From an optimization exercise on the open Yosys and OpenROAD flow, aimed at small area and few clock cycles; shortcuts taken in it are not production practice.
RTL that was checked went through simulation tests only; none was proved equivalent to the original.
Only the layout flow was run in runs 4 to 7; the RTL was not checked for function there.
No activity file was given, so power comes from the tool's default toggle rates.

[flow/config.mk]
export PLATFORM = sky130hd
export DESIGN_NAME = mode_engine
export DESIGN_NICKNAME = mode_engine
export VERILOG_FILES = /design/flow/design.v
export SDC_FILE = /design/flow/constraint.sdc
export NUM_CORES = 4
export LEC_CHECK = 0
export CAP_MARGIN = 20
export CORE_AREA = 10 10 510 510
export DIE_AREA = 0 0 520 520
export SLEW_MARGIN = 20
[flow/standard.sh]
#!/bin/bash
# synth_recipe.tcl (not shown) runs the flow's synth.tcl, then flattens the netlist and writes it again
# the make line also repeats each setting of config.mk as NAME=value (left out here)
make -C /OpenROAD-flow-scripts/flow DESIGN_CONFIG=/design/flow/config.mk WORK_HOME=/design/flow/orfs CLKGATE_MAP_FILE= SYNTH_SCRIPT=/design/flow/synth_recipe.tcl "${@:-finish}"
[flow/constraint.sdc]
create_clock -name core_clock -period 10.0 [get_ports {clk}]
set_input_delay 2.0000 -clock core_clock [delete_from_list [all_inputs] [get_ports {clk}]]
set_output_delay 2.0000 -clock core_clock [all_outputs]
set_load 0.01 [all_outputs]
[flow/flow/run.sh]
#!/bin/bash
# Standard layout, with the port buffers made from the smallest buffer cell
# (buf_1) instead of the delay buffer buffer_ports picks by default.
set -euo pipefail
export BUFFER_PORTS_ARGS="-buffer_cell sky130_fd_sc_hd__buf_1"
bash standard.sh finish > standard.log 2>&1
[flow/design.v]
module mode_engine (
    input  wire         clk,
    input  wire         rst,           
    input  wire         cmd_valid,
    output wire         cmd_ready,
    input  wire [31:0]  cmd_word,
    input  wire [31:0]  len,
    input  wire [31:0]  aad_len,
    input  wire [127:0] iv,
    input  wire [127:0] tag_in,
    input  wire [7:0]   ksd,
    input  wire [7:0]   kst,
    input  wire [7:0]   ght,
    output wire         done,
    output wire [3:0]   result,
    output wire [127:0] tag_out,
    output wire         in_ready,
    input  wire         in_valid,
    input  wire [127:0] in_data,
    output wire         out_valid,
    output wire [127:0] out_data,
    output wire         bc_req,
    output wire         bc_dec,
    output wire [7:0]   bc_key,
    output wire [127:0] bc_in,
    input  wire         bc_ack,
    input  wire [127:0] bc_out,
    output wire         gh_req,
    output wire [7:0]   gh_key,
    output wire [127:0] gh_acc,
    output wire [127:0] gh_data,
    input  wire         gh_ack,
    input  wire [127:0] gh_out
);
    localparam [3:0] R_OK       = 4'h1;
    localparam [3:0] R_TAGGED   = 4'h2;
    localparam [3:0] R_VERIFIED = 4'h3;
    localparam [3:0] R_ERR_LEN  = 4'h8;
    localparam [3:0] R_ERR_AUTH = 4'h9;
    localparam [3:0] R_ERR_ILL  = 4'hA;
    localparam [2:0] S_IDLE  = 3'd0;
    localparam [2:0] S_DONE  = 3'd1;
    localparam [2:0] S_ERR   = 3'd2;    
    localparam [2:0] S_TWK   = 3'd3;    
    localparam [2:0] S_FETCH = 3'd4;    
    localparam [2:0] S_RUN   = 3'd5;    
    localparam [2:0] S_GCM   = 3'd6;
    localparam [1:0] P_AAD = 2'd0;      
    localparam [1:0] P_DAT = 2'd1;      
    localparam [1:0] P_LEN = 2'd2;      
    localparam [1:0] P_REL = 2'd3;      
    reg  [2:0]   state;
    reg  [1:0]   ph;
    reg          yp;        
    reg          fl;        
    reg          ekq;       
    reg          ekh;       
    reg          bcr;
    reg          ghr;
    reg  [28:0]  ctr;       
    reg  [3:0]   res;
    reg  [127:0] X;
    reg  [127:0] Y;
    wire       legal  = (cmd_word[31:3] == 29'h0) && (cmd_word[1:0] != 2'd0);
    wire       dir    = cmd_word[2];
    wire       is_cbc = (cmd_word[1:0] == 2'd1);
    wire       is_xts = (cmd_word[1:0] == 2'd2);
    wire       is_gcm = (cmd_word[1:0] == 2'd3);
    wire       len_nz = (len != 32'h0);
    wire       aad_nz = (aad_len != 32'h0);
    wire       lenbad = !len_nz || (len[3:0] != 4'h0);
    wire       idle   = (state == S_IDLE) || (state == S_DONE);
    wire       gcm    = (state == S_GCM);
    wire       bca    = bc_ack && bcr;
    wire       gha    = gh_ack && ghr;
    wire [31:0] L     = (gcm && ph == P_AAD) ? aad_len : len;
    wire [28:0] T     = {1'b0, L[31:4]} + ((L[3:0] != 4'h0) ? 29'd2 : 29'd1);
    wire        last  = (ctr == T);
    wire        part  = last && (L[3:0] != 4'h0);
    reg  [127:0] M;
    integer i;
    always @* begin
        for (i = 0; i < 16; i = i + 1)
            M[127 - 8*i -: 8] = (!part || (i < L[3:0])) ? 8'hff : 8'h00;
    end
    function [127:0] dbl;
        input [127:0] t;
        reg   [127:0] v;
        integer k;
        begin
            for (k = 0; k < 16; k = k + 1)
                v[8*k +: 8] = t[127 - 8*k -: 8];
            v = {v[126:0], 1'b0} ^ (v[127] ? 128'h87 : 128'h0);
            for (k = 0; k < 16; k = k + 1)
                dbl[127 - 8*k -: 8] = v[8*k +: 8];
        end
    endfunction
    wire [127:0] dblY   = dbl(Y);
    wire [127:0] lenblk = {29'h0, aad_len, 3'h0, 29'h0, len, 3'h0};
    wire         gout = gcm && (ph == P_DAT || ph == P_REL) && !ekq;
    wire [127:0] G    = {128{bca}} & (gout ? M : {128{1'b1}});
    wire [127:0] oex  = (bc_out & G) ^ Y;
    wire [127:0] tagx = gh_out ^ Y;
    wire         tag_ok = (tagx == tag_in);
    wire gin = gcm && (ph != P_LEN) && !fl && !yp && (!ghr || gha);
    wire rin = bca && ((state == S_RUN && !last) || state == S_TWK);
    assign cmd_ready = idle;
    assign done      = (state == S_DONE);
    assign result    = res;
    assign tag_out   = X;
    assign in_ready  = (state == S_FETCH) || rin || gin;
    assign out_valid = bca && ((state == S_RUN) || (gcm && yp));
    assign out_data  = oex;
    assign bc_req = bcr;
    assign bc_dec = dir && (state == S_RUN);
    assign bc_key = (state == S_TWK) ? kst : ksd;
    assign bc_in  = (X & {128{state == S_RUN}}) |
                    ({iv[127:64], iv[63:32] & {32{gcm}}, 3'h0, ctr & {29{gcm}}} &
                     {128{state == S_TWK || gcm}});
    assign gh_req  = ghr;
    assign gh_key  = ght;
    assign gh_acc  = X & {128{gcm}};
    assign gh_data = (gcm && ph == P_LEN) ? lenblk : Y;
    reg xen, xa_in, xa_gh, xz_y, xz_bc, xz_dbl;
    reg yen, ys_in, ys_o, ys_x, ys_dbl, ys_iv;
    reg fin, fin_tag;
    reg [2:0]  n_state;
    reg [1:0]  n_ph;
    reg        n_yp, n_fl, n_ekq, n_ekh, n_bcr, n_ghr;
    reg [28:0] n_ctr;
    reg [3:0]  n_res;
    wire take = in_ready && in_valid;
    always @* begin
        xen = 1'b0; xa_in = 1'b0; xa_gh = 1'b0; xz_y = 1'b0; xz_bc = 1'b0; xz_dbl = 1'b0;
        yen = 1'b0; ys_in = 1'b0; ys_o = 1'b0; ys_x = 1'b0; ys_dbl = 1'b0; ys_iv = 1'b0;
        fin = 1'b0; fin_tag = 1'b0;
        n_state = state; n_ph = ph; n_yp = yp; n_fl = fl; n_ekq = ekq; n_ekh = ekh;
        n_bcr = bcr; n_ghr = ghr; n_ctr = ctr; n_res = res;
        case (state)
        S_IDLE, S_DONE: begin
            if (cmd_valid) begin
                n_ctr = 29'd2;
                if (!legal || (!is_gcm && lenbad)) begin
                    n_state = S_ERR;
                end else if (is_cbc) begin
                    yen = 1'b1; ys_iv = 1'b1;
                    n_state = S_FETCH;
                end else if (is_xts) begin
                    n_bcr = 1'b1;
                    n_state = S_TWK;
                end else begin
                    xen = 1'b1;                      
                    n_state = S_GCM;
                    if (aad_nz) begin
                        n_ph = P_AAD;
                    end else if (len_nz) begin
                        n_ph  = P_DAT;
                        n_bcr = !dir;
                    end else begin
                        n_ph  = P_LEN;
                        n_ctr = 29'd1;
                        n_bcr = 1'b1;
                        n_ekq = 1'b1;
                        n_ghr = 1'b1;
                    end
                end
            end
        end
        S_ERR: begin
            n_res   = legal ? R_ERR_LEN : R_ERR_ILL;
            n_ctr   = 29'd0;
            n_state = S_DONE;
        end
        S_FETCH: begin
            if (in_valid) begin
                xen = 1'b1; xa_in = 1'b1; xz_y = !(is_cbc && dir);
                if (is_cbc && !dir) yen = 1'b1;      
                n_bcr   = 1'b1;
                n_state = S_RUN;
            end
        end
        S_TWK: begin
            if (bca) begin
                yen = 1'b1; ys_o = 1'b1;             
                if (in_valid) begin
                    xen = 1'b1; xa_in = 1'b1; xz_bc = 1'b1;
                    n_state = S_RUN;
                end else begin
                    n_bcr   = 1'b0;
                    n_state = S_FETCH;
                end
            end
        end
        S_RUN: begin
            if (bca) begin
                if (last) begin
                    n_res = R_OK;
                    fin   = 1'b1;
                end else begin
                    n_ctr = ctr + 29'd1;
                    if (is_cbc && !dir) begin
                        if (!in_valid) begin yen = 1'b1; ys_o = 1'b1; end
                    end else if (is_cbc) begin
                        yen = 1'b1; ys_x = 1'b1;
                    end else begin
                        yen = 1'b1; ys_dbl = 1'b1;
                    end
                    if (in_valid) begin
                        xen = 1'b1; xa_in = 1'b1;
                        xz_bc  = is_cbc && !dir;
                        xz_dbl = is_xts;
                    end else begin
                        n_bcr   = 1'b0;
                        n_state = S_FETCH;
                    end
                end
            end
        end
        S_GCM: begin
            if (take) begin
                yen = 1'b1; ys_in = 1'b1;
                if (ph == P_AAD || (ph == P_DAT && dir)) begin
                    n_ghr = 1'b1;
                    n_ctr = ctr + 29'd1;
                    if (last) begin
                        n_fl = 1'b1;
                        if (ph == P_AAD && len_nz) begin
                            n_ctr = 29'd2;
                            n_bcr = !dir;
                        end else begin
                            n_ctr = 29'd1;
                            n_bcr = 1'b1;
                            n_ekq = 1'b1;
                        end
                    end
                end else begin
                    n_yp = 1'b1;
                    if (last) n_fl = 1'b1;
                end
            end
            if (gha) begin
                if (ph == P_LEN) begin
                    if (ekh) begin
                        n_ghr = 1'b0;
                        if (!dir) begin
                            xen = 1'b1; xa_gh = 1'b1; xz_y = 1'b1;    
                            n_res = R_TAGGED;
                            fin = 1'b1; fin_tag = 1'b1;
                        end else if (!tag_ok) begin
                            n_res = R_ERR_AUTH;
                            fin = 1'b1;
                        end else if (!len_nz) begin
                            n_res = R_VERIFIED;
                            fin = 1'b1;
                        end else begin
                            xen = 1'b1;                                  
                            yen = 1'b1;
                            n_ph  = P_REL;
                            n_ctr = 29'd2;
                            n_bcr = 1'b1;
                            n_ekh = 1'b0;
                            n_fl  = 1'b0;
                        end
                    end
                end else begin
                    xen = 1'b1; xa_gh = 1'b1;
                    if (!(take && (ph == P_AAD || dir))) n_ghr = 1'b0;
                    if (fl && !yp) begin
                        n_fl = 1'b0;
                        if (ph == P_AAD && len_nz) begin
                            n_ph = P_DAT;
                        end else begin
                            n_ph  = P_LEN;
                            n_ghr = 1'b1;
                            yen   = 1'b1;                    
                        end
                    end
                end
            end
            if (bca) begin
                if (ekq) begin
                    if (ph == P_LEN) begin
                        yen = 1'b1; ys_o = 1'b1;             
                        n_ekh = 1'b1;
                        n_ekq = 1'b0;
                        n_bcr = 1'b0;
                    end
                end else if (yp) begin
                    n_yp = 1'b0;
                    if (ph == P_DAT) begin
                        yen = 1'b1; ys_o = 1'b1;             
                        n_ghr = 1'b1;
                        if (fl) begin
                            n_ctr = 29'd1;
                            n_ekq = 1'b1;
                        end else begin
                            n_ctr = ctr + 29'd1;
                        end
                    end else begin
                        if (fl) begin
                            n_res = R_VERIFIED;
                            fin   = 1'b1;
                        end else begin
                            n_ctr = ctr + 29'd1;
                        end
                    end
                end
            end
        end
        default: n_state = S_IDLE;
        endcase
        if (fin) begin
            n_state = S_DONE;
            n_ph = P_AAD; n_yp = 1'b0; n_fl = 1'b0; n_ekq = 1'b0; n_ekh = 1'b0;
            n_bcr = 1'b0; n_ghr = 1'b0; n_ctr = 29'd0;
            if (!fin_tag) begin
                xen = 1'b1; xa_in = 1'b0; xa_gh = 1'b0;
                xz_y = 1'b0; xz_bc = 1'b0; xz_dbl = 1'b0;
            end
            yen = 1'b1; ys_in = 1'b0; ys_o = 1'b0; ys_x = 1'b0; ys_dbl = 1'b0; ys_iv = 1'b0;
        end
        if (rst) begin
            n_state = S_IDLE;
            n_ph = P_AAD; n_yp = 1'b0; n_fl = 1'b0; n_ekq = 1'b0; n_ekh = 1'b0;
            n_bcr = 1'b0; n_ghr = 1'b0; n_ctr = 29'd0; n_res = 4'h0;
            xen = 1'b1; xa_in = 1'b0; xa_gh = 1'b0; xz_y = 1'b0; xz_bc = 1'b0; xz_dbl = 1'b0;
            yen = 1'b1; ys_in = 1'b0; ys_o = 1'b0; ys_x = 1'b0; ys_dbl = 1'b0; ys_iv = 1'b0;
        end
    end
    wire [127:0] xa = (in_data & {128{xa_in}}) | (gh_out & {128{xa_gh}});
    wire [127:0] xz = (Y & {128{xz_y}}) | (bc_out & {128{xz_bc}}) | (dblY & {128{xz_dbl}});
    wire [127:0] yn = (in_data & M & {128{ys_in}}) | (oex & {128{ys_o}}) |
                      (X & {128{ys_x}}) | (dblY & {128{ys_dbl}}) | (iv & {128{ys_iv}});
    always @(posedge clk) begin
        state <= n_state;
        ph    <= n_ph;
        yp    <= n_yp;
        fl    <= n_fl;
        ekq   <= n_ekq;
        ekh   <= n_ekh;
        bcr   <= n_bcr;
        ghr   <= n_ghr;
        ctr   <= n_ctr;
        res   <= n_res;
        if (xen) X <= xa ^ xz;
        if (yen) Y <= yn;
    end
endmodule
==> results of run 1 <==
-- cells by family (layout without fill, tap and decap cells) --
group | Yosys count | count (layout) | share of synthesized area [%]
AOI/OAI and AO/OA | 1088 | 1088 | 26.68
adders and majority gates | 9 | 9 | 0.3820
other | 0 | 108 | 0
muxes | 98 | 98 | 3.418
and+or+nand+nor | 1108 | 1108 | 18.50
buffers and inverters | 529 | 1815 | 6.701
DFF | 300 | 300 | 27.25
xor gates and xnor gates | 460 | 460 | 17.06
-- stage by stage --
step	setup WS, ns	power [mW]	TNS [ns]	instances	utilization [%]
5_1_grt	0.07033	6.476	0	8251	17.78
2_1_floorplan	-1.501	2.674	-192.16	3592	-
3_3_place_gp	0.1390	4.463	0	8116	17.08
6_report	0.4450	6.356	0	8316	17.85
3_5_place_dp	0.09210	4.454	0	8116	17.08
4_1_cts	0.07556	6.343	0	8205	17.73
-- repair_timing --
action,4_1_cts,5_1_grt
setup endpoints to repair,0,25
gates resized for setup,0,2
setup buffers,0,2
-- critical path, delay by kind of cell --
family / cells / cell delay [ns]
AND/OR/NAND/NOR: 6 / 2.53
XOR/XNOR: 2 / 0.47
AO/OA/AOI/OAI: 3 / 1.47
buffers and inverters: 4 / 1.03
-- sequential cells by signal, indices dropped and copies added (netlist names), 2 cells and up --
signal	flops
ctr	29
X	128
Y	128
state	3
res	4
ph	2
-- power groups by stage --
stage	registers, mW	clock network [mW]	logic (mW)
final	1.84	1.88	2.63
after global placement	1.85	0	2.61
after global routing	1.83	1.94	2.71
after CTS	1.82	1.90	2.62
after floorplan	1.62	0	1.05
after detailed placement	1.85	0	2.61
-- final timing paths --
path,slack [ns],depth (start not counted),to
max,0.45,15,out_data[109]
min,0.46,1,res[2]
max reg2reg,1.78,21,X[88]
min reg2reg,0.46,1,res[2]
-- area by class of cell --
cell class | instances | area [um^2] | area share [%]
clock inverters | 29 | 260.3 | 0.5865
well taps | 3330 | 4167 | 9.389
repair buffers | 1609 | 8274 | 18.65
inverters | 117 | 441.7 | 0.9953
clock buffers | 60 | 1351 | 3.045
flip-flops and latches | 300 | 8569 | 19.31
diodes | 108 | 270.3 | 0.6090
multi-input cells | 2763 | 21040 | 47.42
-- cell usage in the layout, fill, tap and decap left out, drive strengths merged, types with 10 or more instances in the layout --
cell / instances
buf: 1609
xnor2: 343
a22oi: 337
nand2: 321
edfxtp: 256
and2: 206
nand3: 173
a22o: 152
o2bb2ai: 131
inv: 120
nor2: 117
diode: 108
a21oi: 101
xnor3: 97
o21ai: 76
mux2: 75
and3: 71
clkbuf: 60
nor4: 53
nand4: 51
a211o: 45
dfxtp: 44
nor3: 37
a222oi: 31
a221o: 29
o211ai: 28
a21o: 24
mux2i: 23
xor2: 20
clkinv: 20
o221ai: 18
nor2b: 15
o22ai: 13
a211oi: 13
a21boi: 12
and4: 11
a31oi: 11
or3: 10
-- per-layer routing --
metal / global-route usage, % / wire, um
met5: 0 / 1348
met4: 11.58 / 20380
met3: 13.60 / 54780
met2: 43.89 / 177100
met1: 34.53 / 159400
==> impl_metrics.tcl, run 1 <==
set metrics [dict create \
    drive_gt1_share_pct 11.25 \
    hp-class "flip-flop to flip-flop" \
    design.die.area_um2 270400 \
    ant_nets 0 \
    cp-startpoint "len[9]" \
    async_reset_ff_share_pct 0 \
    synth_top_area_share_pct 24.45 \
    ys_seq_area_share_pct 27.25 \
    max_stage_delay_ns 0.67 \
    ys_ff_latch 300 \
    ios 1433 \
    power_frac_clock_pct 29.6 \
    fp.coreArea_um2 248700 \
    critPathLaunchType "input port" \
    slew_violations 0 \
    combPwrFrac_pct 41.4 \
    grt_pass1_vias 38804 \
    crit_type "input port to primary output" \
    p_leak_nw 15.23 \
    nets 5616 \
    syn_nets 4367 \
    grt_usage_pct 28.70 \
    synth_area_leader_cell "edfxtp_1" \
    tightest_slew_ns 1.277 \
    viasPerCell 5.065 \
    seqPwrFrac_pct 28.9 \
    cts_hold_buf 0 \
    first_pass_iters 10 \
    first_iter_violations 6781 \
    drc 0 \
    netSwitchingPower_mw 3.009 \
    worstSkewPairLatency_ns 0.71 \
    die_x_um 520 \
    numPortBuffers 1416 \
    synth_edf_count 256 \
    grt_pass1_wl_um 501200 \
    worstHoldStart "res[2]" \
    wire_per_inst_um 49.66 \
    worstPathCellList "buf_1 > nand4_1 > a2111o_1 > o32ai_1 > o21ai_0 > xnor2_1 > nor4b_1 > or4b_1 > nor4_4 > buf_4 > nand2_1 > and3_1 > xnor2_1 > inv_1 > buf_4" \
    cts_tree "yes" \
    cts_made_buffers 50 \
    internal_power_mw 3.348 \
    cp.required_ns 8.00 \
    clkTransAtPathRegs_ns 0.06 \
    place.gp.congestion 1.030 \
    numClockSinks 300 \
    powerDensity_nw_per_um2 143.2 \
    clock_path_buffers 3 \
    ys.flop_type "edfxtp_1" \
    num-fill-cells 28437 \
    synth_commonest_cells "343 x xnor2_1, 337 x a22oi_1, 321 x nand2_1" \
    vias 42119 \
    fmaxAchievable_mhz 104.7 \
    syn_inst 3592 \
    wirelength_um 413000 \
    num_rows 183 \
    setup_viol 0 \
    finClkSkew_ns 0.04150 \
    period_share_pct 95.55 \
    syn_avg_cell_area_um2 8.753 \
    critPathArrivalTime_ns 7.55 \
    maxCapViolations 0 \
    rsz0062_at_grt "false" \
    status "timing/DRC/antenna clean" \
    initial_core_util_pct 12.64 \
    place_area_um2 42470 \
    finalHoldViolations 0 \
    critical_path.endpoint_type "primary output" \
    synth_area_leaders "edfxtp_1 24%, xnor2_1 9.6%, a22oi_1 8.0%" \
    switching_share_pct 47.33 \
    ir_drop_v 0.0001268 \
    grt-ovfl-total 0 \
    yosys_warnings 1 \
    reg2reg_from "state[1]" \
    grt_max_degree 112 \
    cpMaxStageDelayCell "a2111o_1" \
    yosysMostFrequentCell "xnor2_1" \
    hold_ws_ns 0.4641 \
    root_buffer "clkbuf_16" \
    cp_max_fo 8 \
    syn_to_final_growth_pct 41.14 \
    die_y_um 520 \
    post-dp-hpwl_um 349300 \
    antenna_found_initial 317 \
    min_period_ns 9.555 \
    syn_area_um2 31440 \
    max_slew_margin_pct 14.86 \
    fin_area_um2 44380 \
    htree_levels 2 \
    ys_types 86 \
]
Testbench counts, summed over its fixed seeds: cycles 35,862.
==> inputs of run 2 (changes only) <==
==> flow/run.sh (new file) <==
#!/bin/bash
# synth_recipe.tcl (not shown) runs the flow's synth.tcl, then flattens the netlist and writes it again
# the make line also repeats each setting of config.mk as NAME=value (left out here)
make -C /OpenROAD-flow-scripts/flow DESIGN_CONFIG=/design/flow/config.mk WORK_HOME=/design/flow/orfs CLKGATE_MAP_FILE= SYNTH_SCRIPT=/design/flow/synth_recipe.tcl finish
removed: flow/flow/run.sh
removed: flow/standard.sh
==> impl_metrics.tcl, run 2 <==
set metrics [dict create \
    numPortBuffers 1416 \
    wire_per_inst_um 49.67 \
    syn_area_um2 31440 \
    setup_viol 0 \
    grt_pass1_wl_um 508600 \
    tns_ns 0 \
    period_share_pct 97.86 \
    synth_commonest_cells "343 x xnor2_1, 337 x a22oi_1, 321 x nand2_1" \
    cp_max_fo 10 \
    syn_avg_cell_area_um2 8.753 \
    stdcell_count 8387 \
    synth_xor_area_share_pct 17.06 \
    ys_ff_latch 300 \
    cpMaxStageDelayCell "or4b_1" \
    ant_nets 0 \
    num-fill-cells 27461 \
    syn_inst 3592 \
    worstSkewPairLatency_ns 0.71 \
    max_slew_margin_pct 21.61 \
    post-route-util_pct 21.42 \
    max_stage_delay_ns 0.61 \
    ys_types 86 \
    slew_violations 0 \
    cp.required_ns 8.00 \
    maxCapViolations 0 \
    grt_pass1_vias 39783 \
    nets 5682 \
    syn_nets 4367 \
    cts_made_buffers 48 \
    status "timing/DRC/antenna clean" \
    numClockSinks 300 \
    clock_path_buffers 3 \
    die_y_um 520 \
    root_buffer "clkbuf_16" \
    hp-class "flip-flop to flip-flop" \
    synth-simple-area-share_pct 18.50 \
    fmaxAchievable_mhz 102.2 \
    numPlacedInstances 8185 \
    critical_path.endpoint_type "primary output" \
    antenna_found_initial 265 \
    finalHoldViolations 0 \
    ys.flop_type "edfxtp_1" \
    critPathLaunchType "input port" \
    grt-ovfl-total 0 \
    ios 1433 \
    hold_ws_ns 0.4935 \
    wirelength_um 416600 \
    ir_drop_v 0.0001144 \
    synth_fa_ha_area_share_pct 0.3820 \
    yosysMostFrequentCell "xnor2_1" \
    design.die.area_um2 270400 \
    ys_seq_area_share_pct 27.25 \
    rsz0062_at_grt "false" \
    vias 42522 \
    finClkSkew_ns 0.04704 \
    cts_tree "yes" \
    first_pass_iters 8 \
    num_rows 183 \
    synth_edf_count 256 \
    crit_type "input port to primary output" \
    synth_top_family_by_area "compound AO/OA/AOI/OAI gates" \
    cts_hold_buf 0 \
    grt_max_degree 119 \
    layout_common_cells "1,318 x clkdlybuf4s50_1, 339 x xnor2_1, 336 x a22oi_1" \
    p_leak_nw 18.96 \
    synth_mux_area_share_pct 3.418 \
    fp.coreArea_um2 248700 \
    synth_top_area_share_pct 24.45 \
    async_reset_ff_share_pct 0 \
    synth_area_leaders "edfxtp_1 24%, xnor2_1 9.6%, a22oi_1 8.0%" \
    synth_area_leader_cell "edfxtp_1" \
    post-dp-hpwl_um 352000 \
    worstPathCellList "clkdlybuf4s50_1 > or3_4 > o31ai_4 > nand3_2 > inv_4 > ha_4 > inv_2 > fa_2 > buf_4 > a311oi_1 > xor2_1 > nor4b_1 > or4b_1 > nor4_4 > buf_12 > nand2_1 > buf_4 > and3_1 > xnor2_1 > inv_1 > clkdlybuf4s50_1" \
    top_regs "X (128), Y (128), ctr (29)" \
    initial_core_util_pct 12.64 \
    tightest_slew_ns 1.176 \
    grt_usage_pct 28.97 \
    critPathArrivalTime_ns 7.79 \
    layout_commonest_cell "clkdlybuf4s50_1" \
    syn_to_final_growth_pct 69.39 \
    clkTransAtPathRegs_ns 0.05 \
    place.gp.congestion 1.020 \
    powerDensity_nw_per_um2 128.8 \
    first_iter_violations 6899 \
    min_period_ns 9.786 \
    drc 0 \
    synth-compound-area-share_pct 26.68 \
    yosys_warnings 1 \
    drive_gt1_share_pct 11.91 \
    die_x_um 520 \
    htree_levels 2 \
    viasPerCell 5.070 \
]
==> run 2: cell counts after synthesis <==
No cell type changed its count.
==> run 2: final timing paths <==
| check | endpoint | slack, ns | startpoint | depth (start not counted) |
|---|---|---|---|---|
| max | out_data[111] | 0.21 | len[1] | 21 |
| min | res[0] | 0.49 | res[0] | 1 |
| max reg2reg | Y[72] | 2.50 | state[0] | 24 |
| min reg2reg | res[0] | 0.49 | res[0] | 1 |
==> run 2: cells by family after synthesis <==
kind of cell | after synthesis
xor+xnor | 460
simple gates | 1108
buf+inv | 529
fa+ha+maj | 9
flops | 300
compound gates | 1088
mux | 98
==> run 2: power by group <==
| group | switching [mW] | internal, mW | total [mW] | leakage (nW) |
|---|---|---|---|---|
| Combinational | 1.87 | 1.30 | 3.17 | 15.2 |
| Clock | 0.810 | 1.05 | 1.86 | 0.773 |
| Sequential | 0.343 | 1.49 | 1.83 | 3.00 |
| Total | 3.02 | 3.83 | 6.86 | 19.0 |
==> run 2: critical path: cells and delay by family <==
family                     cells  cell delay [ns]
AOI/OAI and AO/OA              2             0.51
and+or+nand+nor                7             2.51
xor gates and xnor gates       2             0.43
buffers and inverters          8             1.75
adders and majority gates      2             0.53
==> run 2: timing repair <==
action                     in CTS  in global routing
gates resized for setup         0                  3
setup endpoints to repair       6                  7
pin swaps                       1                  1
buffers inserted                2                  0
==> run 2: per-stage QoR <==
stage	setup WS [ns]	cell area [um^2]	total power, mW
after floorplan	-1.501	31530	2.674
after global placement	-0.01025	51360	4.990
after detailed placement	-0.01810	51360	4.987
after CTS	0.1121	52960	6.858
after global routing	0.01195	53050	6.962
final	0.2142	53260	6.858
==> run 2: layout make-up <==
type,count,area (um^2),area share [%]
inverter,117,441.7,0.8293
multi-input combinational,2763,21060,39.54
clock inverter,29,316.6,0.5944
timing repair buffer,1677,17160,32.23
antenna,111,277.8,0.5215
sequential,300,8568,16.09
tap,3330,4167,7.823
clock buffer,60,1267,2.380
==> run 2: routing by layer <==
metal	part of all wire [%]	wire length (um)	up-vias	GRT usage, %
met5	0.24	999	-	0
met4	4.8	20030	152	11.06
met3	12	49570	779	11.39
met2	43	180100	3726	44.80
met1	40	165900	21552	36.10
li1	-	-	16313	-
==> inputs of run 3 (changes only) <==
==> flow/flow/run.sh (new file) <==
#!/bin/bash
# Standard layout with two changes:
#  - port buffers made from the smallest buffer cell (buf_1) instead of the
#    delay buffer buffer_ports picks by default;
#  - ABC's mapping script without its final buffer/upsize/downsize passes
#    (OpenROAD repairs timing and slew after placement anyway).
# Everything else, synthesis included, is ORFS's own scripts, unchanged.
set -euo pipefail
rm -rf scripts
cp -r "$FLOW_HOME/scripts" scripts
sed -i '/^buffer -c$/d;/^upsize -c$/d;/^dnsize -c$/d' scripts/abc_speed.script
export BUFFER_PORTS_ARGS="-buffer_cell sky130_fd_sc_hd__buf_1"
bash standard.sh SCRIPTS_DIR="$PWD/scripts" finish > standard.log 2>&1
==> flow/standard.sh (new file) <==
#!/bin/bash
# synth_recipe.tcl (not shown) runs the flow's synth.tcl, then flattens the netlist and writes it again
# the make line also repeats each setting of config.mk as NAME=value (left out here)
make -C /OpenROAD-flow-scripts/flow DESIGN_CONFIG=/design/flow/config.mk WORK_HOME=/design/flow/orfs CLKGATE_MAP_FILE= SYNTH_SCRIPT=/design/flow/synth_recipe.tcl "${@:-finish}"
removed: flow/run.sh
==> impl_metrics.tcl, run 3 <==
set metrics [dict create \
    cp.depth 20 \
    grt_pass1_wl_um 480600 \
    critical_path.endpoint_type "primary output" \
    root_buffer "clkbuf_16" \
    fp.coreArea_um2 248700 \
    fmaxAchievable_mhz 101.0 \
    layout_common_cells "1,323 x buf_1, 342 x xnor2_1, 336 x a22oi_1" \
    cts_setup_buffers 0 \
    cp_top_family "simple AND/OR/NAND/NOR gates" \
    powerDensity_nw_per_um2 140.5 \
    initial_core_util_pct 11.93 \
    viasPerCell 5.046 \
    syn_avg_cell_area_um2 9.302 \
    worstSkewPairLatency_ns 0.74 \
    r2r_slack_ns 2.60 \
    grt_max_degree 82 \
    cts_made_buffers 50 \
    vias 41942 \
    synth_edf_count 256 \
    tns_ns 0 \
    maxCapViolations 0 \
    min_period_ns 9.900 \
    hp-class "flip-flop to flip-flop" \
    worstPathCellList "buf_1 > or3_4 > o31ai_4 > nand3_2 > clkinv_4 > ha_4 > clkinv_2 > fa_2 > or4_1 > o32a_1 > and3_1 > nor4_1 > nand3_1 > or4_4 > or2_0 > buf_4 > or4_1 > nand3_1 > xnor2_1 > buf_12" \
    syn_to_final_growth_pct 47.76 \
    critPathLaunchType "input port" \
    num_rows 183 \
    rr_worst_depth 21 \
    grt-ovfl-total 0 \
    cts_hold_buf 0 \
    numPlacedInstances 8106 \
    syn_inst 3188 \
    clkTransAtPathRegs_ns 0.06 \
    ant_nets 0 \
    syn_nets 3963 \
    cts_tree "yes" \
    htree_levels 2 \
    ir_drop_v 0.0001336 \
    p_leak_nw 14.36 \
    ys.flop_type "edfxtp_1" \
    wirelength_um 394900 \
    layout_commonest_cell "buf_1" \
    max_slew_margin_pct 16.56 \
    wire_per_inst_um 47.52 \
    crit_type "input port to primary output" \
    finClkSkew_ns 0.07437 \
    max_stage_delay_ns 0.86 \
    stdcell_count 8312 \
    place.gp.congestion 1.013 \
    async_reset_ff_share_pct 0 \
    ys_seq_area_share_pct 28.89 \
    die_y_um 520 \
    ctsResizeCount 0 \
    syn_area_um2 29650 \
    first_iter_violations 6785 \
    place_area_um2 41940 \
    die_x_um 520 \
    critPathBufInv 5 \
    ys_types 69 \
    yosys_warnings 1 \
    critPathArrivalTime_ns 7.90 \
    setup_viol 0 \
    nets 5603 \
    post-dp-hpwl_um 335300 \
    antenna_found_initial 317 \
    numPortBuffers 1416 \
    status "timing/DRC/antenna clean" \
    hold-path-cell-count 1 \
    synth_area_leaders "edfxtp_1 26%, xnor2_1 10%, a22oi_1 8.5%" \
    rsz0062_at_grt "false" \
    ios 1433 \
    ys_ff_latch 300 \
    clock_path_buffers 3 \
    fin_area_um2 43820 \
    design.die.area_um2 270400 \
    first_pass_iters 9 \
    synth_commonest_cells "343 x xnor2_1, 337 x a22oi_1, 321 x nand2_1" \
    grt_usage_pct 27.39 \
    cp.required_ns 8.00 \
    cp_max_fo 12 \
    drc 0 \
    synth_area_leader_cell "edfxtp_1" \
    drive_gt1_share_pct 8.157 \
    period_share_pct 99.00 \
    finalHoldViolations 0 \
    cpMaxStageDelayCell "or4_1" \
    synth_top_area_share_pct 25.92 \
    numClockSinks 300 \
    top_regs "X (128), Y (128), ctr (29)" \
    grt_pass1_vias 38201 \
    slew_violations 0 \
    tightest_slew_ns 1.243 \
    yosysMostFrequentCell "xnor2_1" \
]
-- run 3: where the power goes --
group	internal [mW]	total, mW	switching, mW
combinational	0.744	2.52	1.78
clock	1.00	1.85	0.843
sequential	1.49	1.79	0.301
-- run 3: final cells by class --
class,instances,area (um^2)
Fill cell,28311,204800
Multi-Input combinational cell,2763,20890
Sequential cell,300,8569
Timing Repair Buffer,1596,7874
Tap cell,3330,4167
Clock buffer,60,1331
Inverter,117,450.4
Antenna cell,115,287.8
Clock inverter,31,247.7
-- run 3: path summary, 6_finish.rpt --
| check | from | endpoint |
|---|---|---|
| setup / recovery | len[2] | out_data[24] |
| hold / removal | res[2] | res[2] |
| setup reg to reg | ph[1] | Y[37] |
| hold reg to reg | res[2] | res[2] |
-- run 3: cell families (layout without fill, tap and decap cells) --
kind of cell	after synthesis	in the layout	synth area share, %
DFF	300	300	28.89
and+or+nand+nor	1108	1108	19.07
muxes	98	98	3.624
other	0	115	0
adders and majority gates	9	9	0.4051
buffers and inverters	125	1804	1.684
xor gates and xnor gates	460	460	18.09
AOI/OAI and AO/OA	1088	1088	28.24
-- run 3: metal layers --
layer  routed length, um  track usage (%)  share of wire [%]  up-vias
met3               48630            11.81                 12      934
li1                    -                -                  -    16152
met2              178600            44.35                 45     3968
met5                1181                0               0.30        -
met4               22020            11.98                5.6      180
met1              144500            31.31                 37    20708
-- run 3: stage by stage --
stage	setup WS, ns	util (%)	hold slack [ns]	power [mW]
after floorplan	-1.525	-	0.4890	2.614
after global placement	0.2446	16.86	0.4527	4.317
after detailed placement	0.2113	16.87	0.4576	4.313
after CTS	0.1922	17.50	0.4665	6.180
after global routing	0.05923	17.55	0.4780	6.292
final	0.09984	17.62	0.4634	6.155
==> inputs of run 4 (changes only) <==
--- a/flow/design.v
+++ b/flow/design.v
@@ -102,4 +102,3 @@
     wire [127:0] oex  = (bc_out & G) ^ Y;
-    wire [127:0] tagx = gh_out ^ Y;
-    wire         tag_ok = (tagx == tag_in);
+    wire         tag_ok = (X == 128'h0);
     wire gin = gcm && (ph != P_LEN) && !fl && !yp && (!ghr || gha);
@@ -124,3 +123,3 @@
     reg xen, xa_in, xa_gh, xz_y, xz_bc, xz_dbl;
-    reg yen, ys_in, ys_o, ys_x, ys_dbl, ys_iv;
+    reg yen, ys_in, ys_o, ys_x, ys_dbl, ys_iv, ys_tag;
     reg fin, fin_tag;
@@ -134,3 +133,3 @@
         xen = 1'b0; xa_in = 1'b0; xa_gh = 1'b0; xz_y = 1'b0; xz_bc = 1'b0; xz_dbl = 1'b0;
-        yen = 1'b0; ys_in = 1'b0; ys_o = 1'b0; ys_x = 1'b0; ys_dbl = 1'b0; ys_iv = 1'b0;
+        yen = 1'b0; ys_in = 1'b0; ys_o = 1'b0; ys_x = 1'b0; ys_dbl = 1'b0; ys_iv = 1'b0; ys_tag = 1'b0;
         fin = 1'b0; fin_tag = 1'b0;
@@ -164,2 +163,3 @@
                         n_ghr = 1'b1;
+                        yen = dir; ys_tag = 1'b1;
                     end
@@ -244,20 +244,6 @@
                         n_ghr = 1'b0;
+                        xen = 1'b1; xa_gh = 1'b1; xz_y = 1'b1;    
                         if (!dir) begin
-                            xen = 1'b1; xa_gh = 1'b1; xz_y = 1'b1;    
                             n_res = R_TAGGED;
                             fin = 1'b1; fin_tag = 1'b1;
-                        end else if (!tag_ok) begin
-                            n_res = R_ERR_AUTH;
-                            fin = 1'b1;
-                        end else if (!len_nz) begin
-                            n_res = R_VERIFIED;
-                            fin = 1'b1;
-                        end else begin
-                            xen = 1'b1;                                  
-                            yen = 1'b1;
-                            n_ph  = P_REL;
-                            n_ctr = 29'd2;
-                            n_bcr = 1'b1;
-                            n_ekh = 1'b0;
-                            n_fl  = 1'b0;
                         end
@@ -275,2 +261,3 @@
                             yen   = 1'b1;                    
+                            ys_tag = dir;
                         end
@@ -279,2 +266,19 @@
             end
+            if (ph == P_LEN && ekh && !ghr) begin
+                if (!tag_ok) begin
+                    n_res = R_ERR_AUTH;
+                    fin = 1'b1;
+                end else if (!len_nz) begin
+                    n_res = R_VERIFIED;
+                    fin = 1'b1;
+                end else begin
+                    xen = 1'b1;                                  
+                    yen = 1'b1;
+                    n_ph  = P_REL;
+                    n_ctr = 29'd2;
+                    n_bcr = 1'b1;
+                    n_ekh = 1'b0;
+                    n_fl  = 1'b0;
+                end
+            end
             if (bca) begin
@@ -319,3 +323,3 @@
             end
-            yen = 1'b1; ys_in = 1'b0; ys_o = 1'b0; ys_x = 1'b0; ys_dbl = 1'b0; ys_iv = 1'b0;
+            yen = 1'b1; ys_in = 1'b0; ys_o = 1'b0; ys_x = 1'b0; ys_dbl = 1'b0; ys_iv = 1'b0; ys_tag = 1'b0;
         end
@@ -326,3 +330,3 @@
             xen = 1'b1; xa_in = 1'b0; xa_gh = 1'b0; xz_y = 1'b0; xz_bc = 1'b0; xz_dbl = 1'b0;
-            yen = 1'b1; ys_in = 1'b0; ys_o = 1'b0; ys_x = 1'b0; ys_dbl = 1'b0; ys_iv = 1'b0;
+            yen = 1'b1; ys_in = 1'b0; ys_o = 1'b0; ys_x = 1'b0; ys_dbl = 1'b0; ys_iv = 1'b0; ys_tag = 1'b0;
         end
@@ -332,3 +336,4 @@
     wire [127:0] yn = (in_data & M & {128{ys_in}}) | (oex & {128{ys_o}}) |
-                      (X & {128{ys_x}}) | (dblY & {128{ys_dbl}}) | (iv & {128{ys_iv}});
+                      (X & {128{ys_x}}) | (dblY & {128{ys_dbl}}) | (iv & {128{ys_iv}}) |
+                      (tag_in & {128{ys_tag}});
     always @(posedge clk) begin
==> flow/flow/run.sh (replaced) <==
#!/bin/bash
# Standard layout, with the port buffers made from the smallest buffer cell
# (buf_1) instead of the delay buffer buffer_ports picks by default.
set -euo pipefail
export BUFFER_PORTS_ARGS="-buffer_cell sky130_fd_sc_hd__buf_1"
bash standard.sh finish > standard.log 2>&1
==> impl_metrics.tcl, run 4 <==
set metrics [dict create \
    cts_tree "yes" \
    worstSkewPairLatency_ns 0.73 \
    syn_nets 4102 \
    grt-ovfl-total 0 \
    grt_max_degree 165 \
    syn_area_um2 28800 \
    fmaxAchievable_mhz 103.0 \
    critical_path.endpoint_type "primary output" \
    grt_usage_pct 26.52 \
    die_x_um 520 \
    clock_path_buffers 3 \
    syn_inst 3327 \
    design.die.area_um2 270400 \
    fin_area_um2 42710 \
    switching_share_pct 44.46 \
    period_share_pct 97.07 \
    max_slew_margin_pct 15.34 \
    ys_seq_area_share_pct 29.75 \
    synth_area_leaders "edfxtp_1 27%, and2_1 7.9%, xor2_1 7.2%" \
    viasPerCell 4.994 \
    powerDensity_nw_per_um2 126.9 \
    numPortBuffers 1416 \
    first_iter_violations 6755 \
    rsz0062_at_grt "false" \
    post-dp-hpwl_um 321300 \
    hold_ws_ns 0.4854 \
    cts_setup_buffers 0 \
    combPwrFrac_pct 33.6 \
    synth_top_area_share_pct 26.69 \
    total_power_mw 5.418 \
    antenna_found_initial 253 \
    place_area_um2 40800 \
    ys_types 86 \
    place.gp.congestion 1.031 \
    initial_core_util_pct 11.58 \
    wirelength_um 383500 \
    tightest_slew_ns 1.258 \
    die_y_um 520 \
    root_buffer "clkbuf_16" \
    power_frac_clock_pct 34.6 \
    ys.flop_type "edfxtp_1" \
    cp_max_fo 9 \
    layout_commonest_cell "buf_1" \
    cp.required_ns 8.00 \
    synth_commonest_cells "364 x and2_1, 282 x nand2_1, 256 x edfxtp_1" \
    grt_pass1_wl_um 467900 \
    status "timing/DRC/antenna clean" \
    syn_to_final_growth_pct 48.28 \
    cts_hold_buf 0 \
    ant_nets 0 \
    yosysMostFrequentCell "and2_1" \
    clkTransAtPathRegs_ns 0.06 \
    setup_viol 0 \
    critPathLaunchType "input port" \
    nets 5514 \
    syn_avg_cell_area_um2 8.657 \
    num_rows 183 \
    cts_made_buffers 49 \
    yosys_warnings 1 \
    critPathArrivalTime_ns 7.71 \
    synth_edf_count 256 \
    ir_drop_v 0.0001368 \
    ctsResizeCount 0 \
    finalHoldViolations 0 \
    maxCapViolations 0 \
    post-route-util_pct 17.17 \
    drc 0 \
    crit_type "input port to primary output" \
    vias 41057 \
    tns_ns 0 \
    num-fill-cells 28371 \
    layout_common_cells "1,303 x buf_1, 362 x and2_1, 280 x nand2_1" \
    internal_power_mw 3.009 \
    seqPwrFrac_pct 31.8 \
    numClockSinks 300 \
    netSwitchingPower_mw 2.409 \
    grt_pass1_vias 37702 \
    ios 1433 \
    min_period_ns 9.707 \
    finClkSkew_ns 0.06139 \
    hp-class "flip-flop to flip-flop" \
    wire_per_inst_um 46.65 \
    synth_area_leader_cell "edfxtp_1" \
    async_reset_ff_share_pct 0 \
    slew_violations 0 \
    htree_levels 2 \
    fp.coreArea_um2 248700 \
    drive_gt1_share_pct 12.34 \
    first_pass_iters 10 \
    ys_ff_latch 300 \
    top_regs "X (128), Y (128), ctr (29)" \
    p_leak_nw 14.43 \
]
run 4: worst paths after layout:
| kind | startpoint | end | slack, ns | cells after the start |
|---|---|---|---|---|
| worst max register to register | ph[0] | Y[51] | 2.22 | 25 |
| worst min register to register | res[2] | res[2] | 0.49 | 1 |
| worst min-delay path | res[2] | res[2] | 0.49 | 1 |
| worst max-delay path | aad_len[0] | out_data[39] | 0.29 | 22 |
run 4: worst max-delay path, stage by stage:
cell,delay [ns]
buf_1,0.09
nor3_1,0.40
buf_4,0.23
a21oi_1,0.06
nor2_1,0.19
nand2_1,0.10
inv_1,0.10
ha_1,0.18
inv_1,0.06
fa_1,0.55
nand3b_1,0.24
and4bb_1,0.34
a32oi_1,0.15
nor2_1,0.20
xnor2_1,0.12
or4_1,0.54
or2_1,0.30
buf_12,0.17
nor3_2,0.81
nor2_1,0.14
xor2_1,0.50
buf_4,0.23
run 4: cell families (layout without fill, tap and decap cells):
group / Yosys count / after routing / share of synthesized area [%]
AO/OA/AOI/OAI: 1068 / 1068 / 30.04
adder cells (fa/ha/maj): 9 / 9 / 0.4171
other: 0 / 111 / 0
XOR/XNOR: 289 / 289 / 8.788
multiplexers: 82 / 82 / 3.150
flip-flops: 300 / 300 / 29.75
AND/OR/NAND/NOR: 1217 / 1217 / 22.83
buffers and inverters: 362 / 1815 / 5.031
run 4: cell type report:
cell class | instances | area, um^2 | share of cell area (%)
Multi-Input combinational cell | 2665 | 19000 | 44.48
Timing Repair Buffer | 1670 | 8885 | 20.80
Sequential cell | 300 | 8568 | 20.06
Tap cell | 3330 | 4167 | 9.756
Clock buffer | 60 | 1309 | 3.065
Clock inverter | 32 | 304.0 | 0.7119
Antenna cell | 111 | 277.8 | 0.6504
Inverter | 53 | 198.9 | 0.4658
run 4: per-layer routing:
layer,up-vias,share of wire [%],wire length [um],track usage (%)
li1,15950,-,-,-
met1,20348,38,147200,31.88
met2,3874,43,165700,40.88
met3,797,13,49600,11.75
met4,88,5.3,20350,11.31
met5,-,0.16,604,0
run 4: power by group through the flow:
| stage | combinational [mW] | sequential [mW] | clock [mW] |
|---|---|---|---|
| floorplan | 0.591 | 1.61 | 0 |
| finish | 1.82 | 1.72 | 1.88 |
| global placement | 1.80 | 1.74 | 0 |
| detailed placement | 1.79 | 1.73 | 0 |
| CTS | 1.80 | 1.71 | 1.90 |
| global route | 1.86 | 1.72 | 1.93 |
run 4: per-stage QoR:
stage                     setup WS (ns)  cells
after floorplan                  0.4960   3327
after global placement           0.2108   8018
after detailed placement         0.3189   8018
after CTS                        0.2867   8110
after global routing             0.1753   8147
final                            0.2931   8221
==> inputs of run 5 (changes only) <==
--- a/flow/design.v
+++ b/flow/design.v
@@ -75,6 +75,5 @@
     wire       gha    = gh_ack && ghr;
-    wire [31:0] L     = (gcm && ph == P_AAD) ? aad_len : len;
-    wire [28:0] T     = {1'b0, L[31:4]} + ((L[3:0] != 4'h0) ? 29'd2 : 29'd1);
-    wire        last  = (ctr == T);
-    wire        part  = last && (L[3:0] != 4'h0);
+    reg         last;
+    wire [3:0]  L4    = (gcm && ph == P_AAD) ? aad_len[3:0] : len[3:0];
+    wire        part  = last && (L4 != 4'h0);
     reg  [127:0] M;
@@ -83,3 +82,3 @@
         for (i = 0; i < 16; i = i + 1)
-            M[127 - 8*i -: 8] = (!part || (i < L[3:0])) ? 8'hff : 8'h00;
+            M[127 - 8*i -: 8] = (!part || (i < L4)) ? 8'hff : 8'h00;
     end
@@ -333,2 +332,4 @@
     end
+    wire [31:0] nL = (n_state == S_GCM && n_ph == P_AAD) ? aad_len : len;
+    wire [28:0] nT = {1'b0, nL[31:4]} + ((nL[3:0] != 4'h0) ? 29'd2 : 29'd1);
     wire [127:0] xa = (in_data & {128{xa_in}}) | (gh_out & {128{xa_gh}});
@@ -348,2 +349,3 @@
         ctr   <= n_ctr;
+        last  <= (n_ctr == nT);
         res   <= n_res;
==> impl_metrics.tcl, run 5 <==
set metrics [dict create \
    p_leak_nw 11.36 \
    layout_commonest_cell "buf_1" \
    viasPerCell 4.985 \
    worstHoldStart "res[2]" \
    ir_drop_v 0.00009317 \
    critPathArrivalTime_ns 8.65 \
    grt-ovfl-total 0 \
    initial_core_util_pct 10.65 \
    cts_tree "yes" \
    vias 38957 \
    numClockSinks 301 \
    fin_area_um2 38450 \
    grt_pass1_wl_um 442700 \
    root_buffer "clkbuf_16" \
    cp.required_ns 10.62 \
    ctsResizeCount 0 \
    tns_ns 0 \
    reg2reg_from "X[10]" \
    ios 1433 \
    fmaxAchievable_mhz 124.5 \
    cts_hold_buf 0 \
    numPlacedInstances 7613 \
    synth_area_leader_cell "edfxtp_1" \
    period_share_pct 80.31 \
    synth_top_area_share_pct 29.04 \
    critPathLaunchType "input port" \
    die_x_um 520 \
    tightest_slew_ns 1.522 \
    numPortBuffers 1416 \
    setup_viol 0 \
    critical_path.endpoint_type "flip-flop" \
    cp_top_family "simple AND/OR/NAND/NOR gates" \
    synth_edf_count 256 \
    finalHoldViolations 0 \
    max_slew_margin_pct -1.470 \
    cpMaxStageDelayCell "a311o_2" \
    cp-startpoint "len[2]" \
    syn_inst 2964 \
    place_area_um2 36580 \
    cts_made_buffers 48 \
    nets 5108 \
    ant_nets 0 \
    syn_avg_cell_area_um2 8.932 \
    maxCapViolations 0 \
    ys_seq_area_share_pct 32.44 \
    drive_gt1_share_pct 8.631 \
    syn_area_um2 26470 \
    grt_usage_pct 25.11 \
    cp_max_fo 25 \
    powerDensity_nw_per_um2 104.6 \
    hp-class "flip-flop to flip-flop" \
    min_period_ns 8.031 \
    first_iter_violations 8261 \
    critPathBufInv 3 \
    syn_to_final_growth_pct 45.25 \
    ys.flop_type "edfxtp_1" \
    total_power_mw 4.020 \
    synth_area_leaders "edfxtp_1 29%, a222oi_1 11%, a22oi_1 6.7%" \
    cts_setup_buffers 0 \
    multiInputGateArea_um2 16990 \
    num-fill-cells 28789 \
    post-dp-hpwl_um 310300 \
    fp.coreArea_um2 248700 \
    async_reset_ff_share_pct 0 \
    slew_violations 37 \
    first_pass_iters 14 \
    yosysMostFrequentCell "nand2_1" \
    grt_max_degree 99 \
    top_regs "X (128), Y (128), ctr (29)" \
    worstSkewPairLatency_ns 0.70 \
    wirelength_um 364100 \
    die_y_um 520 \
    num_rows 183 \
    clkTransAtPathRegs_ns 0.07 \
    finClkSkew_ns 0.04946 \
    syn_nets 3739 \
    yosys_warnings 1 \
    ys_ff_latch 301 \
    crit_type "input port to flip-flop" \
    clock_path_buffers 3 \
    rsz0062_at_grt "false" \
    status "failed layout checks" \
    check.faults "max-slew violations" \
    place.gp.congestion 1.048 \
    ys_types 88 \
    grt_pass1_vias 35839 \
    antenna_found_initial 276 \
    wire_per_inst_um 46.58 \
    drc 0 \
    seq_area_um2 8588 \
    synth_commonest_cells "367 x nand2_1, 278 x a222oi_1, 256 x edfxtp_1" \
    layout_common_cells "1,416 x buf_1, 364 x nand2_1, 278 x a222oi_1" \
    htree_levels 2 \
    stdcell_count 7815 \
    max_stage_delay_ns 0.70 \
    design.die.area_um2 270400 \
    worstPathCellList "buf_1 > or4_1 > or4_4 > nor4_4 > nand4_2 > a311o_2 > clkinv_2 > nor3_4 > nand2_1 > a21boi_0 > inv_1 > ha_1 > a21oi_1 > nor3_1 > and4_1 > and3_1 > and3_1 > xor2_1 > nor4_2 > nor3_1 > nand4b_1 > a2111oi_2 > nand4_1 > nor4_2" \
]
==> run 5: cell types whose count changed after synthesis, sizes merged, moves of 69 or more <==
cell / before / now
a22oi: 167 / 236
a222oi: 42 / 278
a221o: 106 / 2
a221oi: 130 / 0
xor2: 238 / 145
and2: 364 / 217
nand2: 283 / 367
xnor2: 51 / 147
nor2: 152 / 69
a22o: 195 / 124
==> run 5: area by class of cell <==
type	instances	share of cell area [%]
multi-input combinational	2381	44.19
clock buffer	63	3.436
inverter	23	0.2278
antenna	117	0.7614
clock inverter	22	0.6801
tap	3330	10.84
sequential	301	22.33
timing repair buffer	1578	17.53
==> run 5: kinds of logic (layout without fill, tap and decap cells) <==
kind of cell             count (synthesis)  in the layout  synth area share, %
other                                    0            117                    0
buffers and inverters                  282           1686                4.320
flip-flops                             301            301                32.44
AND/OR/NAND/NOR                       1060           1060                20.80
multiplexers                            89             89                3.705
adder cells (fa/ha/maj)                  9              9               0.4537
AO/OA/AOI/OAI                          931            931                28.62
XOR/XNOR                               292            292                9.660
==> run 5: stage by stage <==
step	hold slack, ns	util, %	setup slack, ns
after CTS	0.4917	15.35	2.099
after global placement	0.4790	14.66	1.466
after global routing	0.5055	15.39	1.658
after detailed placement	0.4778	14.71	1.404
final	0.4866	15.46	1.969
after floorplan	0.4829	-	0.1430
==> run 5: path summary, 6_finish.rpt <==
kind	to	cells after the start	slack, ns
hold / removal	res[2]	1	0.49
setup reg to reg	last	25	2.10
hold reg to reg	res[2]	1	0.49
setup / recovery	last	24	1.97
==> run 5: routing by layer <==
layer | track usage (%) | wire length (um) | up-vias | share of wire [%]
met5 | 0 | 1104 | - | 0.30
met4 | 14.35 | 25110 | 168 | 6.9
met3 | 12.71 | 51180 | 953 | 14
met2 | 38.04 | 155300 | 3933 | 43
met1 | 28.39 | 131300 | 19092 | 36
li1 | - | - | 14811 | -
==> run 5: worst register-to-register path, cell delays in order, from the launching register on <==
cell and delay, ns:
edfxtp_1 0.77, nor4_1 1.10, nand4_1 0.62, nor4_1 0.36, buf_4 0.26, nand2_1 0.17
o22a_1 0.24, a311o_2 0.53, clkinv_2 0.14, nor3_4 0.07, nand2_1 0.09, a21boi_0 0.39
inv_1 0.09, ha_1 0.23, a21oi_1 0.37, nor3_1 0.17, and4_1 0.34, and3_1 0.24
and3_1 0.19, xor2_1 0.15, nor4_2 0.18, nor3_1 0.07, nand4b_1 0.27, a2111oi_2 0.41
nand4_1 0.16, nor4_2 0.22
==> run 5: report_power, final <==
group	total, mW	internal [mW]	switching (mW)
clock	1.86	1.06	0.800
combinational	0.638	0.169	0.469
sequential	1.53	1.40	0.128
total	4.02	2.62	1.40
==> inputs of run 6 (changes only) <==
--- a/flow/config.mk
+++ b/flow/config.mk
@@ -8,4 +8,5 @@
 export CAP_MARGIN = 20
-export CORE_AREA = 10 10 510 510
-export DIE_AREA = 0 0 520 520
+export CORE_AREA = 10 10 390 390
+export CTS_BUF_LIST = sky130_fd_sc_hd__clkbuf_4 sky130_fd_sc_hd__clkbuf_8
+export DIE_AREA = 0 0 400 400
 export SLEW_MARGIN = 20
==> impl_metrics.tcl, run 6 <==
set metrics [dict create \
    wl_met2_um 151300 \
    seqPwrFrac_pct 39.8 \
    die_x_um 400 \
    total_power_mw 3.824 \
    ys_ff_latch 301 \
    synth_edf_count 256 \
    async_reset_ff_share_pct 0 \
    p_leak_nw 11.27 \
    critPathArrivalTime_ns 6.45 \
    synth_top_area_share_pct 29.04 \
    grt_max_degree 129 \
    maxCapViolations 0 \
    post-dp-hpwl_um 298500 \
    min_period_ns 8.449 \
    die_y_um 400 \
    top_regs "X (128), Y (128), ctr (29)" \
    initial_core_util_pct 18.45 \
    wirelength_um 360600 \
    rsz0062_at_grt "false" \
    ant_nets 0 \
    seq_area_um2 8588 \
    grt-ovfl-total 0 \
    numPortBuffers 1416 \
    fp.coreArea_um2 143500 \
    cts_made_buffers 73 \
    synth_area_leader_cell "edfxtp_1" \
    antenna_found_initial 178 \
    design.die.area_um2 160000 \
    clkTransAtPathRegs_ns 0.06 \
    hp-class "flip-flop to flip-flop" \
    setup_viol 0 \
    status "timing/DRC/antenna clean" \
    synth_area_leaders "edfxtp_1 29%, a222oi_1 11%, a22oi_1 6.7%" \
    cts_setup_buffers 0 \
    max_slew_margin_pct 11.66 \
    ios 1433 \
    wire_per_inst_um 56.27 \
    internal_power_mw 2.373 \
    place_ws_ns 1.636 \
    wl_met3_um 49800 \
    place.gp.congestion 1.079 \
    crit_type "flip-flop to primary output" \
    multiInputGateArea_um2 16910 \
    switching_share_pct 37.95 \
    critPathLaunchType "flip-flop" \
    cts_hold_buf 0 \
    grt_usage_pct 42.25 \
    viasPerCell 6.304 \
    critical_path.endpoint_type "primary output" \
    layout_commonest_cell "buf_1" \
    first_pass_iters 14 \
    syn_nets 3739 \
    first_iter_violations 8266 \
    finalHoldViolations 0 \
    drc 0 \
    ys_types 88 \
    drive_gt1_share_pct 9.000 \
    layout_common_cells "1,416 x buf_1, 365 x nand2_1, 278 x a222oi_1" \
    yosys_warnings 1 \
    ys_seq_area_share_pct 32.44 \
    power_frac_clock_pct 41.6 \
    ys.flop_type "edfxtp_1" \
    clock_path_buffers 3 \
    tightest_slew_ns 1.325 \
    root_buffer "clkbuf_8" \
    syn_avg_cell_area_um2 8.932 \
    synth_commonest_cells "367 x nand2_1, 278 x a222oi_1, 256 x edfxtp_1" \
    grt_pass1_vias 36787 \
    period_share_pct 84.49 \
    top_layer "met5" \
    powerDensity_nw_per_um2 105.6 \
    fmaxAchievable_mhz 118.4 \
    num_rows 139 \
    cp_max_fo 62 \
    numClockSinks 301 \
    num-fill-cells 16252 \
    grt_pass1_wl_um 438800 \
    worst_slack_ns 1.551 \
    nets 5128 \
    slew_violations 0 \
    ctsResizeCount 0 \
    netSwitchingPower_mw 1.451 \
    cp.required_ns 8.00 \
    syn_to_final_growth_pct 36.73 \
    ir_drop_v 0.00007831 \
    htree_levels 3 \
    hold_ws_ns 0.5398 \
    syn_area_um2 26470 \
    worstSkewPairLatency_ns 0.80 \
    yosysMostFrequentCell "nand2_1" \
    cts_tree "yes" \
    wl_met1_um 127900 \
    vias 40396 \
    finClkSkew_ns 0.04428 \
    combPwrFrac_pct 18.6 \
    syn_inst 2964 \
    tns_ns 0 \
]
-- run 6: cell counts after synthesis --
No cell type changed its count.
-- run 6: layout make-up --
type | instances | share of cell area (%)
Sequential cell | 301 | 23.73
Antenna cell | 105 | 0.7259
Timing Repair Buffer | 1573 | 18.25
Tap cell | 1903 | 6.578
Clock buffer | 101 | 3.460
Multi-Input combinational cell | 2381 | 46.71
Clock inverter | 21 | 0.3111
Inverter | 23 | 0.2420
-- run 6: per-layer routing --
metal | vias up | track usage (%)
met1 | 20397 | 47.98
met5 | - | 0
met2 | 4074 | 61.66
met4 | 76 | 31.18
met3 | 1018 | 19.59
li1 | 14831 | -
-- run 6: worst max-delay path: stages, from the launching register on --
cell and delay [ns]:
dfxtp_1 0.64, and3b_4 0.92, nand2_1 0.42, a2111oi_1 0.83, a31oi_1 0.46, and3_1 0.46, a21oi_1 0.91, nand2_1 0.17
xnor2_1 0.37, buf_1 0.44
-- run 6: final timing paths --
check	start	to	slack, ns	cells past startpoint
worst min-delay path	res[2]	res[2]	0.54	1
worst max register to register	X[86]	last	2.71	23
worst min register to register	res[2]	res[2]	0.54	1
worst max-delay path	state[2]	out_data[40]	1.55	9
-- run 6: kinds of logic after synthesis --
logic type                 after synthesis  synth area share, %
adders and majority gates                9               0.4537
xor gates and xnor gates               292                9.660
muxes                                   89                3.705
AOI/OAI and AO/OA                      931                28.62
DFF                                    301                32.44
buffers and inverters                  282                4.320
and+or+nand+nor                       1060                20.80
-- run 6: power by group through the flow --
| stage | logic (mW) | clock network [mW] | registers [mW] |
|---|---|---|---|
| floorplan | 0.155 | 0 | 1.48 |
| global placement | 0.671 | 0 | 1.54 |
| detailed placement | 0.669 | 0 | 1.54 |
| CTS | 0.673 | 1.59 | 1.51 |
| global route | 0.700 | 1.63 | 1.52 |
| finish | 0.711 | 1.59 | 1.52 |
-- run 6: through the flow --
| step | util, % | instances | cell area [um^2] |
|---|---|---|---|
| 2_1_floorplan | - | 2964 | 26480 |
| 3_3_place_gp | 24.07 | 6179 | 34530 |
| 3_5_place_dp | 24.09 | 6181 | 34570 |
| 4_1_cts | 25.04 | 6303 | 35930 |
| 5_1_grt | 25.14 | 6360 | 36080 |
| 6_report | 25.23 | 6408 | 36200 |
==> inputs of run 7 (changes only) <==
--- a/flow/design.v
+++ b/flow/design.v
@@ -334,7 +334,10 @@
     wire [28:0] nT = {1'b0, nL[31:4]} + ((nL[3:0] != 4'h0) ? 29'd2 : 29'd1);
-    wire [127:0] xa = (in_data & {128{xa_in}}) | (gh_out & {128{xa_gh}});
-    wire [127:0] xz = (Y & {128{xz_y}}) | (bc_out & {128{xz_bc}}) | (dblY & {128{xz_dbl}});
-    wire [127:0] yn = (in_data & M & {128{ys_in}}) | (oex & {128{ys_o}}) |
-                      (X & {128{ys_x}}) | (dblY & {128{ys_dbl}}) | (iv & {128{ys_iv}}) |
-                      (tag_in & {128{ys_tag}});
+    wire [127:0] xa = (in_data & {128{xen & xa_in}}) | (gh_out & {128{xen & xa_gh}}) |
+                      (X & {128{!xen}});
+    wire [127:0] xz = (Y & {128{xen & xz_y}}) | (bc_out & {128{xen & xz_bc}}) |
+                      (dblY & {128{xen & xz_dbl}});
+    wire [127:0] yn = (in_data & M & {128{yen & ys_in}}) | (oex & {128{yen & ys_o}}) |
+                      (X & {128{yen & ys_x}}) | (dblY & {128{yen & ys_dbl}}) |
+                      (iv & {128{yen & ys_iv}}) | (tag_in & {128{yen & ys_tag}}) |
+                      (Y & {128{!yen}});
     always @(posedge clk) begin
@@ -351,4 +354,4 @@
         res   <= n_res;
-        if (xen) X <= xa ^ xz;
-        if (yen) Y <= yn;
+        X     <= xa ^ xz;
+        Y     <= yn;
     end
--- a/flow/config.mk
+++ b/flow/config.mk
@@ -8,5 +8,4 @@
 export CAP_MARGIN = 20
-export CORE_AREA = 10 10 390 390
-export CTS_BUF_LIST = sky130_fd_sc_hd__clkbuf_4 sky130_fd_sc_hd__clkbuf_8
-export DIE_AREA = 0 0 400 400
-export SLEW_MARGIN = 20
+export CORE_AREA = 10 10 510 510
+export DIE_AREA = 0 0 520 520
+export SLEW_MARGIN = 40
==> impl_metrics.tcl, run 7 <==
set metrics [dict create \
    ys_ff_latch 301 \
    place_area_um2 35290 \
    initial_core_util_pct 10.14 \
    top_regs "X (128), Y (128), ctr (29)" \
    grt_pass1_vias 35953 \
    syn_avg_cell_area_um2 8.193 \
    critPathLaunchType "flip-flop" \
    max_slew_margin_pct 34.58 \
    seqPwrFrac_pct 33.9 \
    drive_gt1_share_pct 9.575 \
    clkTransAtPathRegs_ns 0.05 \
    grt_usage_pct 25.64 \
    critical_path.endpoint_type "primary output" \
    fmaxAchievable_mhz 122.9 \
    numPortBuffers 1416 \
    worstHoldStart "res[2]" \
    num_rows 183 \
    period_share_pct 81.34 \
    grt-ovfl-total 0 \
    internal_power_mw 2.390 \
    nets 5187 \
    p_leak_nw 11.51 \
    async_reset_ff_share_pct 0 \
    worst_slack_ns 1.866 \
    worstSkewPairLatency_ns 0.71 \
    syn_nets 3851 \
    synth_top_area_share_pct 23.91 \
    status "timing/DRC/antenna clean" \
    wire_per_inst_um 46.90 \
    place_ws_ns 1.706 \
    ios 1433 \
    netSwitchingPower_mw 1.163 \
    fp.coreArea_um2 248700 \
    hp-class "flip-flop to flip-flop" \
    cp_max_fo 26 \
    yosys_warnings 1 \
    yosysMostFrequentCell "nand2_1" \
    reg2reg_from "X[92]" \
    combPwrFrac_pct 13.1 \
    switching_share_pct 32.73 \
    ir_drop_v 0.0001119 \
    fin_area_um2 37290 \
    clock_path_buffers 3 \
    critPathArrivalTime_ns 6.13 \
    ctsResizeCount 0 \
    die_y_um 520 \
    numClockSinks 301 \
    min_period_ns 8.134 \
    finClkSkew_ns 0.07667 \
    ys_seq_area_share_pct 23.91 \
    setup_viol 0 \
    root_buffer "clkbuf_16" \
    first_pass_iters 13 \
    cts_made_buffers 46 \
    cts_hold_buf 0 \
    layout_common_cells "1,404 x buf_1, 379 x nand2_1, 361 x a222oi_1" \
    synth_edf_count 0 \
    viasPerCell 5.011 \
    htree_levels 2 \
    design.die.area_um2 270400 \
    power_frac_clock_pct 53.0 \
    synth_commonest_cells "382 x nand2_1, 361 x a222oi_1, 301 x dfxtp_1" \
    syn_to_final_growth_pct 47.97 \
    synth_area_leaders "dfxtp_1 24%, a222oi_1 14%, a22o_1 8.1%" \
    syn_inst 3076 \
    cts_setup_buffers 0 \
    die_x_um 520 \
    rsz0062_at_grt "false" \
    synth_area_leader_cell "dfxtp_1" \
    drc 0 \
    antenna_found_initial 290 \
    grt_max_degree 81 \
    first_iter_violations 7988 \
    ys.flop_type "dfxtp_1" \
    cp.required_ns 8.00 \
    place.gp.congestion 1.032 \
    maxCapViolations 0 \
    stdcell_count 7894 \
    cp-startpoint "state[2]" \
    numPlacedInstances 7691 \
    slew_violations 0 \
    syn_area_um2 25200 \
    crit_type "flip-flop to primary output" \
    finalHoldViolations 0 \
    layout_commonest_cell "buf_1" \
    tightest_slew_ns 0.9813 \
    grt_pass1_wl_um 453100 \
    cts_tree "yes" \
    ant_nets 0 \
    post-dp-hpwl_um 317100 \
    tns_ns 0 \
    vias 39558 \
    ys_types 94 \
    wirelength_um 370200 \
    powerDensity_nw_per_um2 95.28 \
]
[run 7: cell count changes after synthesis, sizes merged, moves of 18 or more]
cell | before | now
buf | 37 | 56
a221oi | 0 | 112
a22o | 124 | 233
a22oi | 236 | 57
nor2 | 69 | 92
nor3 | 54 | 36
nand3 | 117 | 90
dfxtp | 45 | 301
a222oi | 278 | 361
edfxtp | 256 | 0
[run 7: area by class of cell]
class	instances	area, um^2
fillers	28927	211400
flip-flops and latches	301	6036
clock buffers	63	1325
clock inverters	22	297.8
well taps	3330	4167
repair buffers	1579	6788
inverters	22	82.58
multi-input cells	2462	18310
diodes	115	287.8
[run 7: per-stage QoR]
stage / hold WS, ns / util, % / power [mW]
after floorplan: 0.4882 / - / 1.344
after global placement: 0.4630 / 14.04 / 1.679
after detailed placement: 0.4697 / 14.19 / 1.679
after CTS: 0.4768 / 14.85 / 3.561
after global routing: 0.4852 / 14.92 / 3.613
final: 0.4742 / 15.00 / 3.553
[run 7: per-layer routing]
layer  wire length [um]  share of wire (%)  vias up  track usage [%]
li1                   -                  -    15243                -
met1             141100                 38    19377            30.36
met2             154000                 42     3888            38.34
met3              54930                 15      888            14.12
met4              19080                5.2      162            10.23
met5               1100               0.30        -                0
[run 7: worst paths after layout]
| path | to | slack [ns] | depth (start not counted) |
|---|---|---|---|
| setup reg to reg | last | 2.30 | 23 |
| hold reg to reg | res[2] | 0.47 | 1 |
| hold / removal | res[2] | 0.47 | 1 |
| setup / recovery | out_data[35] | 1.87 | 10 |
[run 7: kinds of logic (layout without fill, tap and decap cells)]
logic type / Yosys count / in the layout / synth area share [%]
AOI/OAI and AO/OA: 1033 / 1033 / 35.23
xor gates and xnor gates: 306 / 306 / 10.69
adders and majority gates: 9 / 9 / 0.4766
buffers and inverters: 313 / 1686 / 5.108
DFF: 301 / 301 / 23.91
muxes: 88 / 88 / 3.828
other: 0 / 115 / 0
and+or+nand+nor: 1026 / 1026 / 20.76
[run 7: critical path, stage by stage, from the launching register on]
cell and delay [ns]:
dfxtp_1 0.85, and3b_4 0.68, nand2_1 0.47, mux2i_2 0.67, nand2_1 0.24, o21a_1 0.37, and2_1 0.36, a21oi_4 0.68
nand2_1 0.17, xnor2_1 0.55, buf_1 0.38
[run 7: power by group through the flow]
stage | clock (mW) | combinational [mW] | sequential (mW)
after floorplan | 0 | 0.115 | 1.23
after global placement | 0 | 0.447 | 1.23
after detailed placement | 0 | 0.447 | 1.23
after CTS | 1.91 | 0.449 | 1.21
after global routing | 1.93 | 0.473 | 1.21
final | 1.88 | 0.464 | 1.21

## port drivers added, routing unchanged
The results above use ideal ports. As a check the final layouts listed here were re-extracted and re-timed, cells and wires unchanged. Step 1: set_driving_cell puts a clkbuf_16 on clk and a buf_2 on each other input, an assumption about the parent block. Step 2, shift: input delay + t, output delay - t, t = (earliest + latest rising clock arrival at the registers) / 2. This alone moves slack from input paths to output paths. Three values: ideal, step 1, step 2; two values: the first two.
| run | shift t [ns] | slack for setup (ns) |
|---|---|---|
| run 1 | 0.785 | 0.445 / 0.407 / 0.407 |
| run 2 | 0.790 | 0.214 / 0.178 / 0.178 |
| run 3 | 0.807 | 0.100 / 0.021 / 0.021 |
| run 4 | 0.794 | 0.293 / 0.269 / 0.269 |
| run 5 | 0.753 | 1.969 / 1.897 / 1.144 |
| run 6 | 0.862 | 1.551 / 1.465 / 1.483 |
| run 7 | 0.762 | 1.866 / 1.780 / 1.414 |
